Source: an optimization exercise on an open RTL-to-GDS flow (aim: small area, a short achievable clock period and few clock cycles per item). Production flows keep margins and buffers that such runs may drop. Only simulation tests tie the RTL to the original design; equivalence was not proved.

## tec_tick
module tec_tick (
    input  wire         clk,
    input  wire         rst,         
    input  wire         start,       
    input  wire         on,          
    input  wire [511:0] temp,        
    input  wire [511:0] w,           
    input  wire [31:0]  b0,
    input  wire [31:0]  b1,
    input  wire [31:0]  b2,
    input  wire [31:0]  a1,
    input  wire [31:0]  a2,
    input  wire [31:0]  off,
    input  wire [31:0]  lo,
    input  wire [31:0]  hi,
    output wire         ready,       
    output reg          done,        
    output reg  [31:0]  mix,
    output wire [31:0]  y
);
    reg         idle;
    wire        busy = ~idle;
    reg  [4:0]  c;           
    reg         on_r;
    reg  [31:0] opa, opb, p, acc;
    reg  [31:0] x1, x2, y1, y2;
    assign ready = idle;
    assign y     = y1;
    reg         a_acc, b_acc, b_neg;      
    wire [31:0] add_a = a_acc ? acc : mix;
    wire [31:0] add_b0 = b_acc ? acc : p;
  ...
For scale: about 8900 cells after synthesis, about 56000 sq um of cells after synthesis.
==> flow/config.mk <==
export PLATFORM = sky130hd
export DESIGN_NAME = tec_tick
export DESIGN_NICKNAME = tec_tick
export VERILOG_FILES = /design/flow/design.v
export SDC_FILE = /design/flow/constraint.sdc
export NUM_CORES = 8
export LEC_CHECK = 0
export ABC_AREA = 1
export CAP_MARGIN = 20
export CORE_AREA = 5 5 375 375
export DIE_AREA = 0 0 380 380
export PLACE_DENSITY = 0.65
export SLEW_MARGIN = 20
==> flow/constraint.sdc <==
create_clock -name core_clock -period 60.0 [get_ports {clk}]
set_input_delay 12.0000 -clock core_clock [delete_from_list [all_inputs] [get_ports {clk}]]
set_output_delay 12.0000 -clock core_clock [all_outputs]
set_load 0.01 [all_outputs]
standard.sh (not shown) runs the stock make flow with config.mk's settings and CLKGATE_MAP_FILE= SYNTH_SCRIPT=/design/flow/synth_recipe.tcl, a recipe that flattens the netlist after the stock synthesis.
==> flow/flow/run.sh <==
#!/bin/bash
# Layout flow: the standard ORFS flow (standard.sh), run in two parts:
#  1. synthesis and floorplan as standard;
#  2. placement to the final layout, with
#     - plain buf_1 cells as the port buffers (instead of delay cells);
#     - the port pins placed by flow/pins.tcl before the IO placer runs, so
#       that the port bits feeding one operand-register bit sit together;
#     - a setup-slack target for the timing repair after clock-tree synthesis
#       and after global routing, so that the repair works towards the period
#       the design can reach rather than stopping at the design's 60 ns
#       clock, which every path already meets.
# Each part's full output goes to a log file of its own in this folder.
set -uo pipefail
export BUFFER_PORTS_ARGS="-buffer_cell sky130_fd_sc_hd__buf_1"
export PRE_IO_PLACEMENT_TCL="$PWD/flow/pins.tcl"
bash standard.sh synth floorplan > flow_1_synth_floorplan.log 2>&1 || exit 1
export SETUP_SLACK_MARGIN=46.5
bash standard.sh > flow_2_place_to_finish.log 2>&1 || exit 1
Other scripts of this flow, unchanged in this note and not shown: flow/flow/pins.tcl
The baseline produced a clean layout.
Testbench counts at the start, summed over its fixed seeds: cycles 114,228, ticks 4,800.
==> next run, changes <==
Settings changed: CTS_BUF_LIST set to sky130_fd_sc_hd__clkbuf_4 sky130_fd_sc_hd__clkbuf_8.
Worst hold slack stays flat.
Cell count climbs by 0.40%.
Routed wire length barely changes.
Core utilization stays flat.
Area after synthesis does not change.
Count of clock-buffer cells in the layout climbs by 36.
Register-to-register slack improves by 0.06 ns.
Clock skew climbs by 0.018 ns.
Synthesized cell count stays the same.

* * *

== 01-24 ==
tec_tick, a different RTL version from the one above (not shown whole).
Size: about 8500 cells after synthesis, ~300 flip-flops, ~0.053 sq mm of cells after synthesis.
// tec_tick
module tec_tick (
    input  wire         clk,
    input  wire         rst,         
    input  wire         start,       
    input  wire         on,          
    input  wire [511:0] temp,        
    input  wire [511:0] w,           
    input  wire [31:0]  b0,
    input  wire [31:0]  b1,
    input  wire [31:0]  b2,
    input  wire [31:0]  a1,
    input  wire [31:0]  a2,
    input  wire [31:0]  off,
    input  wire [31:0]  lo,
    input  wire [31:0]  hi,
    output wire         ready,       
    output reg          done,        
    output reg  [31:0]  mix,
    output wire [31:0]  y
);
Settings: LEC_CHECK=0, ABC_AREA=1, CAP_MARGIN=20, CORE_AREA=5 5 375 375, DIE_AREA=0 0 380 380, PLACE_DENSITY=0.65, SLEW_MARGIN=20; clock period 60.0 ns.
==> flow/flow/run.sh <==
#!/bin/bash
# Layout flow: the standard ORFS flow (standard.sh), run in two parts:
#  1. synthesis and floorplan as standard;
#  2. placement to the final layout, with
#     - plain buf_1 cells as the port buffers (instead of delay cells);
#     - the port pins placed by flow/pins.tcl before the IO placer runs, so
#       that the port bits feeding one operand-register bit sit together;
#     - a setup-slack target for the timing repair after clock-tree synthesis
#       and after global routing, so that the repair works towards the period
#       the design can reach rather than stopping at the design's 60 ns
#       clock, which every path already meets.
# Each part's full output goes to a log file of its own in this folder.
set -uo pipefail
export BUFFER_PORTS_ARGS="-buffer_cell sky130_fd_sc_hd__buf_1"
export PRE_IO_PLACEMENT_TCL="$PWD/flow/pins.tcl"
bash standard.sh synth floorplan > flow_1_synth_floorplan.log 2>&1 || exit 1
export SETUP_SLACK_MARGIN=46
bash standard.sh > flow_2_place_to_finish.log 2>&1 || exit 1
Other scripts of this flow, unchanged in this note and not shown: flow/flow/pins.tcl
Testbench counts of 01-24, summed over its fixed seeds: cycles 114,228, ticks 4,800.
### 01-24 -> 07-09
--- a/flow/flow/run.sh
+++ b/flow/flow/run.sh
@@ -16,3 +16,3 @@
 bash standard.sh synth floorplan > flow_1_synth_floorplan.log 2>&1 || exit 1
-export SETUP_SLACK_MARGIN=46
+export SETUP_SLACK_MARGIN=46.5
 bash standard.sh > flow_2_place_to_finish.log 2>&1 || exit 1
### Flow results
Looking only at achievable clock frequency, and setting everything else aside, the higher value of 01-24 and 07-09 goes to 07-09. Looking at count of instances resized after the clock tree is built, 07-09 sits above 01-24. Between 01-24 and 07-09, global-route wire length before repair increased. 07-09 reports its endpoint of the worst setup timing path as mix[12] while 01-24 reports mix[10]. Summary of 07-09 over 01-24: multi-input combinational cell area climbed 700 sq um, sequential share of layout area dropped 0.16 points, first-iteration DRC count climbed 3.9%. NOTE: time the final worst path needs with I/O delays and setup in 07-09 falls short of that of 01-24.

==> separate check: timing with driven ports <==
The results above use ideal ports. As a check the final layouts listed here were re-extracted and re-timed, cells and wires unchanged. Step 1, drivers: a clkbuf_16 drives clk and a buf_2 each remaining input, both assumed. Step 2 adds t to the input delays and takes it off the output delays; t is the mean of the earliest and latest rising clock arrival at the registers after step 1. Input paths then give back, and output paths get back, about the clock's delay inside the block. Slacks: ideal ports / drivers / drivers and shift; pairs: ideal ports / drivers.
run | shift t [ns] | setup WS [ns] | clock arrival spread, ns | pins driven straight from the clock port
the first run of note 1 | 0.742 | 46.490 / 46.405 / 45.983 | 0.045 / 0.045 | 1
the second run of note 1 | 0.861 | 46.524 / 46.433 / 45.999 | 0.067 / 0.066 | 1
01-24 | 0.736 | 46.312 / 46.228 / 46.062 | 0.049 / 0.049 | 1
07-09 | 0.733 | 46.437 / 46.353 / 46.036 | 0.048 / 0.048 | 1
After both steps setup and hold are still met in every run listed. The setup slack of the second run of note 1, which loses most, moves by -0.091 ns with the drivers and by -0.525 ns with both steps.
